From an optimization exercise on the open Yosys and OpenROAD flow, aimed at small area, a short achievable clock period and few clock cycles per item; shortcuts taken in it are not production practice. Only simulation tests tie the RTL to the original design; equivalence was not proved.

==> flow/design.v <==
module pa_inc (
    input  wire        clk,
    input  wire        rst,
    input  wire        in_valid,
    output wire        in_ready,
    input  wire [63:0] in_f,
    input  wire [63:0] in_fs,
    output wire        out_valid,
    output wire [63:0] out_inc
);
    localparam [52:0] MK   = 53'h1921FB54442D18;
    localparam [52:0] TOPC = 53'h145F306DC9C883;
    localparam [3:0] S_IDLE  = 4'd0,
                     S_DONE  = 4'd1,
                     S_MUL   = 4'd2,
                     S_NORM  = 4'd3,
                     S_PCPA  = 4'd4,
                     S_PFIX  = 4'd5,  
                     S_DIV   = 4'd6,
                     S_FIN   = 4'd7,
                     S_RND   = 4'd8,
                     S_PSLOW = 4'd9,
                     S_PRND  = 4'd10,
                     S_PPOST = 4'd11;
    function [56:0] tab;    
        input [3:0] n;
        case (n)
            4'd0: tab = 57'h000000000000000;
            4'd1: tab = 57'h01921FB54442D18;
            4'd2: tab = 57'h03243F6A8885A30;
            4'd3: tab = 57'h04B65F1FCCC8748;
            4'd4: tab = 57'h06487ED5110B460;
            4'd5: tab = 57'h07DA9E8A554E178;
            4'd6: tab = 57'h096CBE3F9990E90;
            4'd7: tab = 57'h0AFEDDF4DDD3BA8;
            4'd8: tab = 57'h0C90FDAA22168C0;
            4'd9: tab = 57'h0E231D5F66595D8;
            4'd10: tab = 57'h0FB53D14AA9C2F0;
            4'd11: tab = 57'h11475CC9EEDF008;
            4'd12: tab = 57'h12D97C7F3321D20;
            4'd13: tab = 57'h146B9C347764A38;
            4'd14: tab = 57'h15FDBBE9BBA7750;
            4'd15: tab = 57'h178FDB9EFFEA468;
        endcase
    endfunction
    reg [3:0]         st;
    reg [3:0]         cnt;
    reg [55:0]        Q;       
    reg [55:0]        QM;      
    reg [52:0]        D;       
    reg [57:0]        WS, WC;  
    reg signed [12:0] E;       
    reg signed [12:0] ES;      
    reg               sgn;
    reg               G, S;    
    reg               top_r;   
    reg               pslow;   
    reg [3:0]         dp, dn;  
    reg               fsub;    
    wire idle_like = (st == S_IDLE) | (st == S_DONE);
    assign in_ready  = idle_like;
    assign out_valid = (st == S_DONE);
    assign out_inc   = {sgn, E[10:0], Q[51:0]};
    wire load = idle_like & in_valid;
    wire f_man0 = ~|Q[51:0];
    wire f_zero = ~|Q[53:0];
    wire f_max  = (E == 13'sd2049);
    wire f_nan  = f_max & ~f_man0;
    wire f_inf  = f_max & f_man0;
    wire s_man0 = ~|D[51:0];
    wire s_zero = s_man0 & ~D[52];
    wire s_max  = (ES == 13'sd2047);
    wire s_nan  = s_max & ~s_man0;
    wire s_inf  = s_max & s_man0;
    wire sp_nan  = f_nan | s_nan | (f_inf & s_inf) | (f_zero & s_zero);
    wire special = f_nan | s_nan | f_inf | f_zero | s_zero;
    wire sp_inf  = ~sp_nan & (f_inf | s_zero);
    wire need_norm = ~D[52];
    wire mul_m = (st == S_MUL);
    wire div_m = (st == S_DIV);
    wire first = (cnt == 4'd0);
    wire chk   = (cnt[3:1] == 3'd0);    
    wire last  = (cnt == 4'd3);
    wire mul_go = mul_m & ~(chk & (special | need_norm));
    wire top_now = (Q[52:0] >= TOPC);
    wire signed [12:0] ep_c = E + {12'd0, top_now};
    wire pslow_now = (ep_c < 13'sd1) | (ep_c > 13'sd2045) | s_inf | fsub;
    wire [3:0] n1 = first ? 4'd0 : Q[11:8];
    wire [3:0] n2 = first ? 4'd0 : Q[15:12];
    wire [3:0] n3 = first ? Q[3:0] : Q[19:16];
    wire [3:0] n4 = first ? Q[7:4] : Q[23:20];
    wire [56:0] T1 = tab(n1);
    wire [56:0] T2 = tab(n2);
    wire [56:0] T3 = tab(n3);
    wire [56:0] T4 = tab(n4);
    wire [61:0] x0 = mul_m ? {20'd0, WS[57:16]} : {WS, 4'd0};
    wire [61:0] y0 = mul_m ? {20'd0, WC[57:16]} : {WC, 4'd0};
    wire [61:0] xw = {WS, 4'd0};
    wire [61:0] yw = {WC, 4'd0};
    function [1:0] qsel;    
        input [3:0] a, b;
        reg [3:0] p, g;
        reg c3, e3;
        begin
            p  = a ^ b;
            g  = a & b;
            c3 = g[2] | (p[2] & g[1]) | (p[2] & p[1] & g[0]);
            e3 = p[3] ^ c3;
            qsel = {~e3, e3 & ~&p};
        end
    endfunction
    function [1:0] qnext;
        input [4:0] x, y, z;
        reg [3:0] s, c;
        begin
            s = x[4:1] ^ y[4:1] ^ z[4:1];
            c = (x[3:0] & y[3:0]) | (x[3:0] & z[3:0]) | (y[3:0] & z[3:0]);
            qnext = qsel(s, c);
        end
    endfunction
    wire [61:0] dv1 = {4'd0, D, 5'd0};
    wire [61:0] dv2 = {5'd0, D, 4'd0};
    wire [61:0] dv3 = {6'd0, D, 3'd0};
    wire [61:0] dv4 = {7'd0, D, 2'd0};
    wire [1:0] q1 = qsel(xw[60:57], yw[60:57]);
    wire [1:0] q2p = qnext(xw[59:55], yw[59:55], ~dv1[59:55]);
    wire [1:0] q20 = qnext(xw[59:55], yw[59:55], 5'd0);
    wire [1:0] q2n = qnext(xw[59:55], yw[59:55], dv1[59:55]);
    wire [1:0] q2 = q1[1] ? q2p : q1[0] ? q2n : q20;
    wire [61:0] zd1 = q1[1] ? ~dv1 : q1[0] ? dv1 : 62'd0;
    wire [61:0] z1 = mul_m ? {17'd0, T1[56:12]} : zd1;
    wire [61:0] x1 = x0 ^ y0 ^ z1;
    wire [60:0] m1 = (x0[60:0] & y0[60:0]) | (x0[60:0] & z1[60:0]) | (y0[60:0] & z1[60:0]);
    wire [61:0] y1 = {m1, ~mul_m & q1[1]};
    wire [1:0] q3p = qnext(x1[58:54], y1[58:54], ~dv2[58:54]);
    wire [1:0] q30 = qnext(x1[58:54], y1[58:54], 5'd0);
    wire [1:0] q3n = qnext(x1[58:54], y1[58:54], dv2[58:54]);
    wire [1:0] q3 = q2[1] ? q3p : q2[0] ? q3n : q30;
    wire [61:0] zd2 = q2[1] ? ~dv2 : q2[0] ? dv2 : 62'd0;
    wire [61:0] z2 = mul_m ? {13'd0, T2[56:8]} : zd2;
    wire [61:0] x2 = x1 ^ y1 ^ z2;
    wire [60:0] m2 = (x1[60:0] & y1[60:0]) | (x1[60:0] & z2[60:0]) | (y1[60:0] & z2[60:0]);
    wire [61:0] y2 = {m2, ~mul_m & q2[1]};
    wire [1:0] q4p = qnext(x2[57:53], y2[57:53], ~dv3[57:53]);
    wire [1:0] q40 = qnext(x2[57:53], y2[57:53], 5'd0);
    wire [1:0] q4n = qnext(x2[57:53], y2[57:53], dv3[57:53]);
    wire [1:0] q4 = q3[1] ? q4p : q3[0] ? q4n : q40;
    wire [61:0] zd3 = q3[1] ? ~dv3 : q3[0] ? dv3 : 62'd0;
    wire [61:0] z3 = mul_m ? {9'd0, T3[56:4]} : zd3;
    wire [61:0] x3 = x2 ^ y2 ^ z3;
    wire [60:0] m3 = (x2[60:0] & y2[60:0]) | (x2[60:0] & z3[60:0]) | (y2[60:0] & z3[60:0]);
    wire [61:0] y3 = {m3, ~mul_m & q3[1]};
    wire [18:0] l1 = {3'd0, WS[15:0]};
    wire [18:0] l2 = {3'd0, WC[15:0]};
    wire [18:0] l3 = {3'd0, T1[11:0], 4'd0};
    wire [18:0] l4 = {3'd0, T2[7:0], 8'd0};
    wire [18:0] l5 = {3'd0, T3[3:0], 12'd0};
    wire [18:0] ls1 = l1 ^ l2 ^ l3;
    wire [18:0] lc1 = {(l1[17:0] & l2[17:0]) | (l1[17:0] & l3[17:0]) | (l2[17:0] & l3[17:0]), 1'b0};
    wire [18:0] ls2 = ls1 ^ lc1 ^ l4;
    wire [18:0] lc2 = {(ls1[17:0] & lc1[17:0]) | (ls1[17:0] & l4[17:0]) | (lc1[17:0] & l4[17:0]), 1'b0};
    wire [18:0] ls3 = ls2 ^ lc2 ^ l5;
    wire [18:0] lc3 = {(ls2[17:0] & lc2[17:0]) | (ls2[17:0] & l5[17:0]) | (lc2[17:0] & l5[17:0]), 1'b0};
    wire [18:0] dsum = ls3 + lc3;
    wire [61:0] zd4 = q4[1] ? ~dv4 : q4[0] ? dv4 : 62'd0;
    wire [61:0] z4 = mul_m ? {5'd0, T4[56:3], dsum[18:16]} : zd4;
    wire [61:0] x4 = x3 ^ y3 ^ z4;
    wire [60:0] m4 = (x3[60:0] & y3[60:0]) | (x3[60:0] & z4[60:0]) | (y3[60:0] & z4[60:0]);
    wire [61:0] y4 = {m4, ~mul_m & q4[1]};
    wire [1:0] acc_lo = dsum[17:16] + WS[17:16] + WC[17:16] + T1[13:12] + T2[9:8] + T3[5:4];
    wire g_now = dsum[15];
    wire s_now = S | (|dsum[14:0]);
    wire rnd_nt = g_now & (s_now | acc_lo[0]);
    wire rnd_tp = acc_lo[0] & (g_now | s_now | acc_lo[1]);
    wire prnd   = last & ~pslow;                   
    wire rnd_f  = top_r ? rnd_tp : rnd_nt;
    wire ws0_m  = (prnd & top_r) ? (x4[0] & rnd_tp) : x4[0];
    wire [3:0] qvt = dp - dn;           
    wire [3:0] qvm = dp + ~dn;          
    wire v_pos = dp[3] | (~dn[3] & (dp[2] | (~dn[2] & (dp[1] | (~dn[1] & dp[0])))));
    wire v_z   = ~(|dp | |dn);
    wire [55:0] q_next  = {((v_pos | v_z) ? Q[51:0] : QM[51:0]), qvt};
    wire [55:0] qm_next = {(v_pos ? Q[51:0] : QM[51:0]), qvm};
    wire rnd_p  = G & (S | WS[0]);
    wire cpa_ci = (st == S_PRND) & rnd_p;
    wire [57:0] wsum = WS + WC + {57'd0, cpa_ci};
    wire fin_m = (st == S_FIN);
    wire rnd_m = (st == S_RND);
    wire neg   = wsum[57];
    wire [57:0] d4 = {3'd0, D, 2'd0};
    wire z0    = ((WS ^ WC) == {(WS[56:0] | WC[56:0]), 1'b0});
    wire zd    = ((wsum ^ d4) == {(wsum[56:0] | d4[56:0]), 1'b0});
    wire rnz   = fin_m & (neg ? ~zd : ~z0);
    wire [55:0] Qf = ~fin_m ? Q : neg ? qm_next : q_next;
    wire e_le0 = (E < 13'sd1);
    wire sel55 = rnd_m ? e_le0  : Qf[55];
    wire sel54 = rnd_m ? ~e_le0 : (~Qf[55] & Qf[54]);
    wire [54:0] V = sel55 ? {Qf[55:3], Qf[2], (|Qf[1:0]) | rnz}
                  : sel54 ? {Qf[54:2], Qf[1], Qf[0] | rnz}
                  :         {Qf[53:1], Qf[0], rnz};
    wire signed [12:0] Eq = E + (sel55 ? 13'sd1 : sel54 ? 13'sd0 : -13'sd1);
    wire [52:0] mant = Q[54:2];
    wire        rndq = Q[1] & (Q[0] | mant[0]);
    wire [53:0] mi   = {1'b0, mant} + {53'd0, rndq};
    wire        cq   = mi[53];
    wire        ovf  = (E > 13'sd2046) | ((E == 13'sd2046) & cq);
    wire signed [12:0] Efin = ovf ? 13'sd2047
                            : (mi[52] | cq) ? E + {12'd0, cq} : 13'sd0;
    wire [52:0] mfin = ovf ? 53'd0 : mi[52:0];
    wire [10:0] ef = in_f[62:52];
    wire [10:0] es = in_fs[62:52];
    wire fsub_in = (ef == 11'd0);
    wire [3:0] nl0 = fsub_in ? {in_f[1:0], 2'd0} : in_f[3:0];
    wire [3:0] nl1 = fsub_in ? in_f[5:2] : in_f[7:4];
    wire [56:0] T0l = tab(nl0);
    wire [56:0] T1l = tab(nl1);
    reg [57:0] ws_misc;
    always @* begin
        ws_misc = WS;
        case (st)
            S_IDLE, S_DONE: if (in_valid) ws_misc = {1'b0, T1l};
            S_MUL:   if (chk && need_norm && !special) ws_misc = 58'd0;
            S_PCPA,
            S_PRND:  ws_misc = wsum;
            S_PSLOW: if ((|WS[57:53]) || E < 13'sd1) ws_misc = {1'b0, WS[57:1]};
            S_PPOST: if (WS[53]) ws_misc = {1'b0, WS[57:1]};
                     else if (!WS[52] && !(E > 13'sd2046) && !s_inf) ws_misc = {WS[56:0], 1'b0};
            S_FIN:   ws_misc = 58'd0;
            default: ;
        endcase
    end
    always @(posedge clk) begin
        WS <= (div_m | mul_go) ? {x4[57:1], div_m ? x4[0] : ws0_m} : ws_misc;
        WC <= div_m  ? y4[57:0]
            : mul_go ? {y4[57:1], prnd ? rnd_f : y4[0]}
            : load   ? {5'd0, T0l[56:4]} : 58'd0;
        QM <= qm_next;
        dp <= {q1[1], q2[1], q3[1], q4[1]};
        dn <= {q1[0], q2[0], q3[0], q4[0]};
    end
    always @(posedge clk) begin
        case (st)
            S_IDLE, S_DONE: begin
                st <= S_IDLE;
                if (in_valid) begin
                    Q   <= fsub_in ? {2'd0, in_f[51:0], 2'd0} : {3'd0, 1'b1, in_f[51:0]};
                    fsub <= fsub_in;
                    D   <= {|es, in_fs[51:0]};
                    E   <= fsub_in ? 13'sd1 : {2'd0, ef} + 13'sd2;
                    ES  <= {2'd0, es[10:1], es[0] | ~|es};
                    sgn <= in_f[63] ^ in_fs[63];
                    S   <= nl0[0];
                    cnt <= 4'd1;
                    st  <= S_MUL;
                end
            end
            S_MUL: begin
                if (chk && special) begin
                    Q[52:0] <= {1'b0, sp_nan, 51'd0};
                    E       <= (sp_nan | sp_inf) ? 13'sd2047 : 13'sd0;
                    st      <= S_DONE;
                end else if (chk && need_norm) begin
                    S   <= 1'b0;
                    cnt <= 4'd0;
                    st  <= S_NORM;
                end else begin
                    if (!first)
                        Q <= {16'd0, Q[55:16]};
                    cnt <= cnt + 4'd1;
                    if (chk) begin
                        top_r <= top_now;
                        pslow <= pslow_now;
                    end
                    if (last) begin
                        G   <= g_now;
                        S   <= s_now;
                        cnt <= 4'd0;
                        if (pslow) begin
                            st <= S_PCPA;
                        end else begin
                            E  <= E - ES + 13'sd1023;
                            st <= S_DIV;
                        end
                    end else begin
                        S <= S | (|dsum[15:0]);
                    end
                end
            end
            S_NORM: begin
                if (!D[52]) begin
                    D  <= {D[51:0], 1'b0};
                    ES <= ES - 13'sd1;
                end else
                    st <= S_MUL;
            end
            S_PCPA: begin
                st <= S_PSLOW;
            end
            S_PSLOW: begin
                if ((|WS[57:53]) || E < 13'sd1) begin
                    G  <= WS[0];
                    S  <= S | G;
                    E  <= E + 13'sd1;
                end else begin
                    st <= S_PRND;
                end
            end
            S_PRND: begin
                st <= S_PPOST;
            end
            S_PPOST: begin
                if (WS[53]) begin
                    E  <= E + 13'sd1;
                end else if (E > 13'sd2046) begin
                    Q[52:0] <= {1'b0, s_inf, 51'd0};
                    E       <= 13'sd2047;
                    st      <= S_DONE;
                end else if (s_inf) begin
                    Q[52:0] <= 53'd0;
                    E       <= 13'sd0;
                    st      <= S_DONE;
                end else if (!WS[52]) begin
                    E  <= E - 13'sd1;
                end else begin
                    E   <= E - ES + 13'sd1023;
                    st  <= S_DIV;
                end
            end
            S_DIV: begin
                Q   <= q_next;
                cnt <= cnt + 4'd1;
                if (cnt == 4'd13)
                    st <= S_FIN;
            end
            S_FIN: begin
                Q  <= {1'b0, V};
                E  <= Eq;
                st <= S_RND;
            end
            S_RND: begin
                if (E < -13'sd52) begin
                    Q[52:0] <= 53'd0;
                    E       <= 13'sd0;
                    st      <= S_DONE;
                end else if (e_le0) begin
                    Q <= {1'b0, V};
                    E <= Eq;
                end else begin
                    Q[52:0] <= mfin;
                    E       <= Efin;
                    st      <= S_DONE;
                end
            end
            default: st <= S_IDLE;
        endcase
        if (rst)
            st <= S_IDLE;
    end
endmodule
==> flow/flow/run.sh <==
#!/bin/bash
set -euo pipefail
bash standard.sh SETUP_SLACK_MARGIN=18.5 finish > standard_flow.log 2>&1
==> flow/standard.sh <==
#!/bin/bash
# synth_recipe.tcl (not shown) runs the flow's synth.tcl, then flattens the netlist and writes it again
# the make line also repeats each setting of config.mk as NAME=value (left out here)
make -C /OpenROAD-flow-scripts/flow DESIGN_CONFIG=/design/flow/config.mk WORK_HOME=/design/flow/orfs CLKGATE_MAP_FILE= SYNTH_SCRIPT=/design/flow/synth_recipe.tcl "${@:-finish}"
==> flow/config.mk <==
export PLATFORM = sky130hd
export DESIGN_NAME = pa_inc
export DESIGN_NICKNAME = pa_inc
export VERILOG_FILES = /design/flow/design.v
export SDC_FILE = /design/flow/constraint.sdc
export NUM_CORES = 4
export LEC_CHECK = 0
export CAP_MARGIN = 20
export CORE_MARGIN = 2
export CORE_UTILIZATION = 45
export SLEW_MARGIN = 20
export TNS_END_PERCENT = 10
==> flow/constraint.sdc <==
create_clock -name core_clock -period 25.0 [get_ports {clk}]
set_input_delay 5.0000 -clock core_clock [delete_from_list [all_inputs] [get_ports {clk}]]
set_output_delay 5.0000 -clock core_clock [all_outputs]
set_load 0.01 [all_outputs]
==> summary.txt, run 1 <==
- The flow ran to the end and the layout has no timing, DRC or antenna violations.
- The share of Yosys cell area claimed by the top area cell type is 0.129.
- The clock root buffer master is clkbuf_16.
- Data on the critical path is required at its endpoint by approximately 25 ns.
- The clock edge transition at the registers on the reported setup and hold paths is approximately 0.060 ns.
- The TritonCTS clock tree is built.
- Adding up every negative setup slack in the final design gives 0 ns.
- The largest single stage delay on the critical path is 0.53 ns.
- For this block, the routed nets add up to around 280,000 um of wire.
- The cell count after synthesis came out at 6,104.
- The height of the die is 328 um.
- Yosys attributes the largest share of cell area to edfxtp_1, fa_1, ha_1, nand2_1, dfxtp_1.
- Setup repair after global routing could not meet its margin everywhere.
- Data on the critical path arrives at its endpoint at 7.77 ns.
- For this run, design rule violations remaining after detail routing come to 0.
- The number of antenna violations at the first check in global routing is 32.
- The library cell contributing the largest single delay on the critical path is fa_2.
- The largest fanout on the critical path is 7.
- The number of hold-repair buffers added at the cts stage is 0.
- The pin count of the biggest net entering global routing is 147.
- From left edge to right edge, the die measures 328 um.
- The critical register-to-register path endpoint is WS[43].
- In the routed layout, each cell is associated on average with a via count of 6.91.
- The maximum clock path buffer count is 3.
- The overall routing resource usage is 0.515.
- The initialized floorplan defines 118 standard-cell rows.
- The final-stage net count is about 7,000.
- The wire length of the first global-routing pass is 387,000 um.
- The net count after synthesis is around 7,000.
- In this run, CTS created clock tree buffers numbering 48.
- The hold violation total from the final report came to 0.
- The area added between synthesis and finish is 20.5%.
- For this run, the number of Yosys warnings is 1.
- The post-synthesis instance area is 0.0471 mm2.
- In the final routed layout, each cell accounts on average for 37.0 um.
- The measured slew at the worst slew-check pin is ~1.3 ns.
- The post-route antenna net violation count is 0.
- The worst setup path is launched from a flip-flop.
- Derived from the worst setup path, the maximum achievable clock frequency is 137 MHz.
- Of the available clock period, the critical path in the final layout requires 0.292.
- The endpoint of the worst hold path is QM[41].
- The number of cells on the worst reg-to-reg path is 31.
- Setup slack on the worst reg-to-reg path comes out at 17.70 ns.
- The die outline area is 0.107 mm2.
- Of the cells placed in the final design, the portion with a size suffix greater than 1 is 0.153.
- The CTS H-tree depth is 2.
- The synthesized design contains between 200 and 250 enable-type register cells.
- The core region is 0.104 mm2.
- The total half-perimeter wirelength after legalization and detailed placement is 208,000 um.
- The worst hold slack is 0.459 ns.
- During placement, the flow inserted port buffers numbering 196.
- The tool flagged a number of max-cap violations equal to 0.
- In this run, the number of DRC markers left after iteration 0 of detailed routing was ~9,000.
- Setup violations remaining at the end of the flow were counted as 0.
- Measured against its own limit, the worst slew margin works out to 0.114.
- The proportion of register bits with asynchronous set or reset after synthesis is 0.
- The sum of overflow across all layers after global routing is 0.
- The share of the yosys chip area belonging to registers is 0.181.
- The worst register-to-register path begins at WS[54].
- The synthesized design spends more area on one cell type than any other, namely edfxtp_1.
- The worst hold path was traced through 2 stages.
- The minimum clock period is 7.30 ns.
- For this configuration, the core starts out at a cell density of 0.454.
- The max-slew violation count is 0.
- The total clock sinks is 325.
- On the final layout, the worst clock skew is approximately 0.044 ns.
- The startpoint of the worst hold path is QM[37].
- Pin placement for this block handled 197 I/O pins.
- The average size of a mapped cell is 7.72 um2.
- The most used flip-flop cell after synthesis is edfxtp_1.
- The finished layout holds 7,672 standard cells, fillers aside.
- The weighted congestion reported at the end of routability-driven placement is roughly 1.2.
- The later pin in the worst-skew pair is clocked with a latency of 0.71 ns.
- STA classifies the critical path endpoint as a flip-flop.
- The type of the worst setup path is flip-flop to flip-flop.
- In this run, placement finished with an instance count of 7,277.
- Synthesis instantiated roughly 100 different standard cells from the library.
- Before antenna repair, the detailed router went through 10 iterations.
- The final route contains 53,005 vias.
- The class of the tightest hold or removal check is flip-flop to flip-flop.
- The number of global-route vias before repair was 48,095.
- In this run, synthesis produced a sequential element count of 325.
==> registers in the layout, indices dropped and copies added, names as in the netlist, 4 cells and up <==
register,flops
D,53
WS,58
st,4
dp,4
Q,56
E,13
WC,58
ES,13
cnt,4
dn,4
QM,52
==> repair_timing <==
action,CTS,global route
pin swaps,125,136
endpoints found under the setup margin,414,383
resized for setup,415,239
gates cloned,17,5
setup buffers,135,118
==> area by class of cell <==
| cell class | instances | area (um2) |
|---|---|---|
| inverter | 495 | 1990 |
| clock buffer | 68 | 1440 |
| timing repair buffer | 601 | 5910 |
| multi-input combinational | 4750 | 36700 |
| fill | 9915 | 46900 |
| timing repair inverter | 2 | 25.0 |
| antenna | 30 | 75.1 |
| tap | 1380 | 1730 |
| clock inverter | 21 | 299 |
| sequential | 325 | 8560 |
==> worst max-delay path by stage <==
stage / to / depth (start not counted) / from
after global placement: WS[44] / 27 / WS[53]
after detailed placement: WS[44] / 27 / WS[53]
after global routing: WS[45] / 31 / D[52]
final: WS[43] / 31 / WS[54]
after CTS: WS[18] / 30 / WS[54]
after floorplan: WS[31] / 13 / in_f[52]
==> routing by layer <==
metal	part of all wire	GRT usage	wire length, um
met5	0.0010	0.00311	288
met4	0.11	0.467	32200
met3	0.13	0.190	38300
met2	0.41	0.734	116000
met1	0.34	0.600	96900
==> cell usage in the layout, fill, tap and decap left out, drive strengths merged, types with 61 or more instances in the layout <==
| master | n |
|---|---|
| nand2 | 756 |
| nor2 | 521 |
| inv | 479 |
| a21oi | 465 |
| o21ai | 429 |
| buf | 400 |
| ha | 342 |
| fa | 275 |
| xnor2 | 220 |
| edfxtp | 203 |
| mux2i | 185 |
| clkdlybuf4s50 | 182 |
| dfxtp | 122 |
| xor2 | 117 |
| nand3 | 115 |
| nor3 | 100 |
| o211ai | 95 |
| a211oi | 93 |
| a21o | 89 |
| o31ai | 89 |
| clkbuf | 73 |
| o22ai | 72 |
| a221oi | 72 |
| nor4 | 69 |
| nand4 | 67 |
| and2 | 65 |
| a31oi | 61 |
==> synthesized netlist by cell type (all sizes together) (12+ instances only) <==
cell type    n
a21oi      465
a211oi      93
nor3       100
and3        43
fa         275
o21ai      429
nand3      115
mux2        12
a22oi       12
buf        189
dfxtp      122
o21a        29
nand4       67
a221o       26
inv        485
clkbuf     346
nor4        69
o221ai      29
o31ai       89
nand2      756
o311ai      12
nor2       521
a221oi      72
and2        65
a21o        88
xor2       117
a222oi      25
a31oi       61
nor2b       15
o211ai      95
o41ai       12
o22ai       72
xnor2      220
ha         342
o21bai      17
edfxtp     203
nand2b      17
or2         14
mux2i      185
or3         27
==> per-stage QoR <==
| stage | instance area (um2) | util | setup slack (ns) |
|---|---|---|---|
| after floorplan | 47200 | - | 17.75 |
| after CTS | 54500 | 0.526 | 17.89 |
| after global routing | 56700 | 0.547 | 17.56 |
| after detailed placement | 49800 | 0.480 | 15.51 |
| after global placement | 49700 | 0.480 | 15.62 |
| final | 56700 | 0.548 | 17.70 |
==> critical path, delay by kind of cell (launching register included) <==
family                   cells  cell delay, ns
adder cells (fa/ha/maj)      5            2.07
AO/OA/AOI/OAI                7            1.75
buffers and inverters       11            1.38
AND/OR/NAND/NOR              4            0.72
XOR/XNOR                     3            0.63
flip-flops                   1            0.44
multiplexers                 1            0.07
==> logic make-up after synthesis <==
| group | after synthesis | share of synthesized area |
|---|---|---|
| fa+ha+maj | 617 | 0.208 |
| simple gates | 1855 | 0.176 |
| flops | 325 | 0.181 |
| compound gates | 1739 | 0.238 |
| xor+xnor | 340 | 0.0643 |
| buf+inv | 1030 | 0.0899 |
| mux | 198 | 0.0427 |
Testbench counts, summed over its fixed seeds: cycles 64,008, items 3,200.
==> run 2: changes to the inputs <==
--- a/flow/design.v
+++ b/flow/design.v
@@ -56,14 +56,13 @@
     reg               top_r;   
     reg               pslow;   
     reg [3:0]         dp, dn;  
-    reg               fsub;    
     wire idle_like = (st == S_IDLE) | (st == S_DONE);
     assign in_ready  = idle_like;
     assign out_valid = (st == S_DONE);
     assign out_inc   = {sgn, E[10:0], Q[51:0]};
     wire load = idle_like & in_valid;
     wire f_man0 = ~|Q[51:0];
-    wire f_zero = ~|Q[53:0];
+    wire f_zero = f_man0 & ~Q[52];
     wire f_max  = (E == 13'sd2049);
     wire f_nan  = f_max & ~f_man0;
     wire f_inf  = f_max & f_man0;
@@ -75,7 +74,7 @@
     wire sp_nan  = f_nan | s_nan | (f_inf & s_inf) | (f_zero & s_zero);
     wire special = f_nan | s_nan | f_inf | f_zero | s_zero;
     wire sp_inf  = ~sp_nan & (f_inf | s_zero);
-    wire need_norm = ~D[52];
+    wire need_norm = ~Q[52] | ~D[52];
     wire mul_m = (st == S_MUL);
     wire div_m = (st == S_DIV);
     wire first = (cnt == 4'd0);
@@ -84,7 +83,7 @@
     wire mul_go = mul_m & ~(chk & (special | need_norm));
     wire top_now = (Q[52:0] >= TOPC);
     wire signed [12:0] ep_c = E + {12'd0, top_now};
-    wire pslow_now = (ep_c < 13'sd1) | (ep_c > 13'sd2045) | s_inf | fsub;
+    wire pslow_now = (ep_c < 13'sd1) | (ep_c > 13'sd2045) | s_inf;
     wire [3:0] n1 = first ? 4'd0 : Q[11:8];
     wire [3:0] n2 = first ? 4'd0 : Q[15:12];
     wire [3:0] n3 = first ? Q[3:0] : Q[19:16];
@@ -198,22 +197,33 @@
     wire [54:0] V = sel55 ? {Qf[55:3], Qf[2], (|Qf[1:0]) | rnz}
                   : sel54 ? {Qf[54:2], Qf[1], Qf[0] | rnz}
                   :         {Qf[53:1], Qf[0], rnz};
-    wire signed [12:0] Eq = E + (sel55 ? 13'sd1 : sel54 ? 13'sd0 : -13'sd1);
-    wire [52:0] mant = Q[54:2];
-    wire        rndq = Q[1] & (Q[0] | mant[0]);
+    wire [52:0] mant = V[54:2];
+    wire        rndq = V[1] & (V[0] | mant[0]);
     wire [53:0] mi   = {1'b0, mant} + {53'd0, rndq};
     wire        cq   = mi[53];
-    wire        ovf  = (E > 13'sd2046) | ((E == 13'sd2046) & cq);
+    reg signed [12:0] dE;
+    always @* begin
+        case (st)
+            S_NORM:  dE = -13'sd1;
+            S_PPOST: dE = WS[53] ? 13'sd1 : -13'sd1;
+            S_FIN,
+            S_RND:   dE = sel55 ? 13'sd1 : sel54 ? 13'sd0 : -13'sd1;
+            default: dE = 13'sd1;     
+        endcase
+    end
+    wire signed [12:0] Estep  = E + dE;
+    wire signed [12:0] Estep1 = E + dE + 13'sd1;
+    wire        ovf  = cq ? (Estep1 > 13'sd2046) : (Estep > 13'sd2046);
     wire signed [12:0] Efin = ovf ? 13'sd2047
-                            : (mi[52] | cq) ? E + {12'd0, cq} : 13'sd0;
+                            : (mi[52] | cq) ? (cq ? Estep1 : Estep) : 13'sd0;
     wire [52:0] mfin = ovf ? 53'd0 : mi[52:0];
+    wire fin_zero = fin_m & (Estep < -13'sd52);
+    wire fin_den  = ~fin_zero & (fin_m ? (Estep < 13'sd1) : e_le0);
+    wire signed [12:0] Ediv = E - ES + 13'sd1023;
     wire [10:0] ef = in_f[62:52];
     wire [10:0] es = in_fs[62:52];
-    wire fsub_in = (ef == 11'd0);
-    wire [3:0] nl0 = fsub_in ? {in_f[1:0], 2'd0} : in_f[3:0];
-    wire [3:0] nl1 = fsub_in ? in_f[5:2] : in_f[7:4];
-    wire [56:0] T0l = tab(nl0);
-    wire [56:0] T1l = tab(nl1);
+    wire [56:0] T0l = tab(in_f[3:0]);
+    wire [56:0] T1l = tab(in_f[7:4]);
     reg [57:0] ws_misc;
     always @* begin
         ws_misc = WS;
@@ -222,10 +232,11 @@
             S_MUL:   if (chk && need_norm && !special) ws_misc = 58'd0;
             S_PCPA,
             S_PRND:  ws_misc = wsum;
-            S_PSLOW: if ((|WS[57:53]) || E < 13'sd1) ws_misc = {1'b0, WS[57:1]};
+            S_PSLOW: if (WS[53] || E < 13'sd1) ws_misc = {1'b0, WS[57:1]};
             S_PPOST: if (WS[53]) ws_misc = {1'b0, WS[57:1]};
                      else if (!WS[52] && !(E > 13'sd2046) && !s_inf) ws_misc = {WS[56:0], 1'b0};
-            S_FIN:   ws_misc = 58'd0;
+            S_FIN,
+            S_RND:   ws_misc = 58'd0;
             default: ;
         endcase
     end
@@ -243,13 +254,12 @@
             S_IDLE, S_DONE: begin
                 st <= S_IDLE;
                 if (in_valid) begin
-                    Q   <= fsub_in ? {2'd0, in_f[51:0], 2'd0} : {3'd0, 1'b1, in_f[51:0]};
-                    fsub <= fsub_in;
+                    Q   <= {3'd0, |ef, in_f[51:0]};
                     D   <= {|es, in_fs[51:0]};
-                    E   <= fsub_in ? 13'sd1 : {2'd0, ef} + 13'sd2;
+                    E   <= {2'd0, ef} + ((ef == 11'd0) ? 13'sd3 : 13'sd2);
                     ES  <= {2'd0, es[10:1], es[0] | ~|es};
                     sgn <= in_f[63] ^ in_fs[63];
-                    S   <= nl0[0];
+                    S   <= in_f[0];
                     cnt <= 4'd1;
                     st  <= S_MUL;
                 end
@@ -278,7 +288,7 @@
                         if (pslow) begin
                             st <= S_PCPA;
                         end else begin
-                            E  <= E - ES + 13'sd1023;
+                            E  <= Ediv;
                             st <= S_DIV;
                         end
                     end else begin
@@ -287,20 +297,25 @@
                 end
             end
             S_NORM: begin
+                if (!Q[52]) begin
+                    Q <= {Q[54:0], 1'b0};
+                    E <= Estep;
+                end
                 if (!D[52]) begin
                     D  <= {D[51:0], 1'b0};
                     ES <= ES - 13'sd1;
-                end else
+                end
+                if (Q[52] && D[52])
                     st <= S_MUL;
             end
             S_PCPA: begin
                 st <= S_PSLOW;
             end
             S_PSLOW: begin
-                if ((|WS[57:53]) || E < 13'sd1) begin
+                if (WS[53] || E < 13'sd1) begin
                     G  <= WS[0];
                     S  <= S | G;
-                    E  <= E + 13'sd1;
+                    E  <= Estep;
                 end else begin
                     st <= S_PRND;
                 end
@@ -310,7 +325,7 @@
             end
             S_PPOST: begin
                 if (WS[53]) begin
-                    E  <= E + 13'sd1;
+                    E  <= Estep;
                 end else if (E > 13'sd2046) begin
                     Q[52:0] <= {1'b0, s_inf, 51'd0};
                     E       <= 13'sd2047;
@@ -320,9 +335,9 @@
                     E       <= 13'sd0;
                     st      <= S_DONE;
                 end else if (!WS[52]) begin
-                    E  <= E - 13'sd1;
+                    E  <= Estep;
                 end else begin
-                    E   <= E - ES + 13'sd1023;
+                    E   <= Ediv;
                     st  <= S_DIV;
                 end
             end
@@ -332,24 +347,10 @@
                 if (cnt == 4'd13)
                     st <= S_FIN;
             end
-            S_FIN: begin
-                Q  <= {1'b0, V};
-                E  <= Eq;
-                st <= S_RND;
-            end
-            S_RND: begin
-                if (E < -13'sd52) begin
-                    Q[52:0] <= 53'd0;
-                    E       <= 13'sd0;
-                    st      <= S_DONE;
-                end else if (e_le0) begin
-                    Q <= {1'b0, V};
-                    E <= Eq;
-                end else begin
-                    Q[52:0] <= mfin;
-                    E       <= Efin;
-                    st      <= S_DONE;
-                end
+            S_FIN, S_RND: begin
+                Q  <= fin_zero ? 56'd0 : fin_den ? {1'b0, V} : {3'd0, mfin};
+                E  <= fin_zero ? 13'sd0 : fin_den ? Estep : Efin;
+                st <= fin_den ? S_RND : S_DONE;
             end
             default: st <= S_IDLE;
         endcase
==> summary.txt, run 2 <==
- The run finished with no timing, DRC or antenna violations.
- The height of the die is 326 um (-0.42%).
- Ranked by total cell area, the synthesized netlist is headed by edfxtp_1, fa_1, ha_1, a21oi_1, nand2_1.
- The setup clock skew after layout is 0.0361 ns (-0.00833 ns).
- The post-synthesis share of cell area spent on xor and xnor gates is 0.0603 (-0.00397).
- The number of vias per cell after detailed routing came to 6.97 (+0.95%).
- The hold violation total from the final report is 0 (unchanged).
- edfxtp_1 takes more of the synthesized area than any other cell.
- The worst setup path is launched from an input pin.
- The CTS H-tree depth is 2 (unchanged).
- The highest clock rate was 130 MHz (-5.2%).
- The summed negative setup slack over all endpoints is 0 ns (unchanged).
- The top-level port count came to 197 (unchanged).
- The total clock sinks was 324 (-0.31%).
- The total half-perimeter wirelength after legalization and detailed placement is 214,000 um (+2.5%).
- The share of Yosys cell area claimed by the top area cell type is 0.130 (+0.000477).
- The setup slack of the most critical reg-to-reg path came to 17.36 ns (-0.34 ns).
- The average size of a mapped cell was 7.59 um2 (-1.6%).
- The number of hold-repair buffers added at the cts stage is 0 (unchanged).
- The total vias in the final route is 53,678 (+1.3%).
- The count of flip-flops with a built-in enable after synthesis is 202 (-0.49%).
- The worst slew margin relative to its limit is 0.0744 (-0.0392).
- The count of unique library cells instantiated by Yosys is 107 (+2.9%).
- The horizontal die dimension was 326 um (-0.42%).
- In this run the critical register-to-register path is captured at Q[0].
- The minimum clock period is 7.70 ns (+0.397 ns).
- TritonCTS built the clock tree.
- The net count after synthesis was 6,897 (+0.66%).
- The synthesized-area fraction occupied by and/or/nand/nor cells came to 0.180 (+0.00426).
- The critical path starts at in_f[7].
- The die outline area was 0.106 mm2 (-0.85%).
- The flip-flop and latch count after synthesis is 324 (-0.31%).
- The sum of overflow across all layers after global routing was 0 (unchanged).
- The largest fanout on the critical path is 30 (+23).
- The share of the clock period used by the worst path after layout was 0.308 (+0.0159).
- The cell count after placement is 7,324 (+0.65%).
- The initial standard-cell utilization of the core is 0.452 (-0.00197).
- The gate count of the mapped netlist was 6,153 (+0.80%).
- The proportion of register bits with asynchronous set or reset after synthesis came to 0 (unchanged).
- The area of the placeable core is 0.103 mm2 (-0.43%).
- The worst register-to-register path begins at st[1].
- The worst path arrival time was 8.19 ns (+0.42 ns).
- The largest registers in the layout are WC: 58 flops, WS: 58 flops, Q: 56 flops.
- The count of input and output buffers is 196 (unchanged).
- After synthesis, the largest family of logic cells by area is compound AO/OA/AOI/OAI gates.
- The number of stages on the worst hold path came to 2 (unchanged).
- The wire length of the first global-routing pass is 394,000 um (+1.7%).
- The detail-routed net length per standard cell is 38.1 um (+3.1%).
- The number of iterations in the first detailed-routing pass is 10 (unchanged).
- The number of standard-cell rows in the floorplan came to 118 (unchanged).
- The clock latency reported for the late side of the worst-skew pair is 0.70 ns (about the same).
- The final instance count without filler cells is 7,696 (+0.31%).
- The commonest cells after synthesis are nand2_1, nor2_1, a21oi_1, inv_1, o21ai_0.
- The post-route antenna net violation count is 0 (unchanged).
- The clock edge transition at the registers on the reported setup and hold paths is 0.06 ns (about the same).
- The measured slew at the worst slew-check pin is 1.39 ns (+0.0795 ns).
- The share of the yosys chip area belonging to registers is 0.182 (+0.000926).
- The total wirelength of the detailed-routed design is 293,000 um (+3.4%).
- The class of the tightest hold or removal check is flip-flop to flip-flop.
- The top cell types in the final layout, fill and taps aside, are nand2_1, nor2_1, a21oi_1, inv_1, o21ai_0.
- The most used flip-flop cell after synthesis is edfxtp_1.
- The violation count after the first detailed-route iteration was 9,221 (+2.8%).
- The area added between synthesis and finish is 20.5% (about the same).
- The final setup violation count is 0 (unchanged).
- The number of antenna violations at the first check in global routing is 26 (-19%).
- The total clock buffers created by CTS is 47 (-2.1%).
- The number of global-route vias before repair came to 49,341 (+2.6%).
- The mux contribution to synthesized area is 0.0224 (-0.0202).
- The final-stage net count is 7,002 (+0.44%).
- The sort of element at the end of the critical path is a flip-flop.
- The weighted congestion reported at the end of routability-driven placement is 1.15 (-1.4%).
- Setup repair after global routing could not meet its margin everywhere.
- The post-synthesis share of cell area spent on full adders, half adders and majority gates is 0.208 (+0.000726).
- The Yosys warning count is 1 (unchanged).
- The clock root buffer master is clkbuf_16.
- The max-slew violation count is 0 (unchanged).
- The pin count of the biggest net entering global routing is 178 (+21%).
- The last element of the critical path is WS[7].
- The fraction of the core area covered by cells at the end of the flow is 0.545 (-0.00221).
- The post-synthesis instance area is 0.0467 mm2 (-0.86%).
- The share of cells above drive strength 1 is 0.147 (-0.00623).
- The post-route DRC violation count is 0 (unchanged).
- The most numerous cell in the Yosys netlist is nand2_1.
- The overall routing resource usage is 0.525 (+0.00984).
- The maximum clock path buffer count is 3 (unchanged).
- The number of cells on the worst reg-to-reg path is 28 (-9.7%).
- The max capacitance violation total was 0 (unchanged).
- The compound-gate portion of the synthesized area came to 0.255 (+0.0169).
- The type of the worst setup path is input pin to flip-flop.
- The required time reported for the critical path endpoint was 25.49 ns (+0.02 ns).
- The most common cell after layout, fill and taps aside is nand2_1.
==> run 2: cell count changes in the layout (fill, tap and decap cells not counted), moves of 24 or more <==
cell	previous run	this run
a21oi_1	390	518
mux2i_1	166	76
nor2_1	504	572
o21ai_0	364	418
nand2_1	732	680
and2_1	62	35
a21oi_2	65	39
o22ai_1	70	46
o31ai_1	83	59
xnor2_1	201	177
==> run 2: kinds of logic (layout without fill, tap and decap cells) <==
logic type / count (synthesis) / count (layout)
flip-flops: 324 / 324
other: 0 / 20
XOR/XNOR: 320 / 320
multiplexers: 97 / 97
AND/OR/NAND/NOR: 1883 / 1887
buffers and inverters: 1034 / 1173
AO/OA/AOI/OAI: 1882 / 1882
adder cells (fa/ha/maj): 613 / 613
==> run 2: layout make-up <==
| cell class | instances | area, um2 |
|---|---|---|
| diodes | 20 | 50.0 |
| inverters | 493 | 1900 |
| fillers | 9761 | 46900 |
| repair buffers | 593 | 5960 |
| flip-flops and latches | 324 | 8520 |
| multi-input cells | 4799 | 36500 |
| clock inverters | 27 | 368 |
| clock buffers | 60 | 1270 |
| well taps | 1380 | 1730 |
==> run 2: per-layer routing <==
metal | vias to the layer above | wire, um | GRT usage
li1 | 21893 | - | -
met4 | 12 | 35200 | 0.481
met1 | 25531 | 98000 | 0.601
met3 | 1436 | 38800 | 0.171
met2 | 4806 | 121000 | 0.776
met5 | - | 290 | 0
==> run 2: worst min-delay path by stage <==
stage	from	endpoint	slack (ns)
after floorplan	QM[21]	QM[25]	0.43
after global placement	QM[10]	QM[14]	0.45
after detailed placement	QM[40]	QM[44]	0.45
after CTS	QM[40]	QM[44]	0.47
after global routing	QM[23]	QM[27]	0.48
final	QM[23]	QM[27]	0.47
==> run 2: through the flow <==
stage / hold slack [ns] / area [um2] / setup slack (ns)
finish: 0.469 / 56300 / 17.30
global route: 0.482 / 56200 / 17.30
CTS: 0.466 / 53800 / 17.54
detailed placement: 0.455 / 49400 / 14.61
global placement: 0.446 / 49400 / 14.78
floorplan: 0.428 / 46900 / 17.65
==> run 2: worst max-delay path: stages <==
cell	delay, ns
buf_2	0.57
buf_4	0.46
nor2b_1	0.54
nor2b_1	0.27
nor2_1	0.07
nor2_1	0.84
a21oi_1	0.07
o21ai_0	0.12
a21oi_1	0.05
o21ai_0	0.18
==> run 2: timing repair <==
| item | 4_1_cts | 5_1_grt |
|---|---|---|
| gates cloned | 17 | 10 |
| pin swaps | 94 | 140 |
| buffers inserted | 122 | 115 |
| endpoints found under the setup margin | 415 | 427 |
| gates resized for setup | 315 | 264 |
Testbench counts of run 2, summed over its fixed seeds: cycles 60,808, items 3,200.

==> port drivers added, routing unchanged <==
The flow's constraints put no driver on any port. The routed layouts listed below were extracted and timed again, unchanged, in two steps.
Step 1 sets driving cells, clkbuf_16 on the clock port and buf_2 on the other inputs (assumed; they add their load-dependent delay and slew).
Step 2, shift: input delay + t, output delay - t, t = (earliest + latest rising clock arrival at the registers) / 2. This alone moves slack from input paths to output paths.
a / b / c = ideal / step 1 / step 2; a / b = the first two.
| run | shift t [ns] | slack for setup (ns) | worst setup path at the end | worst register clock-pin slew, ns |
|---|---|---|---|---|
| run 1 | 0.776 | 17.699 / 17.699 / 17.039 | input to register | 0.07 / 0.07 |
| run 2 | 0.761 | 17.303 / 17.357 / 16.596 | input to register | 0.07 / 0.07 |
After both steps setup and hold are still met in every run listed. The setup slack of run 2, which loses most, moves by +0.054 ns with the drivers and by -0.707 ns with both steps.
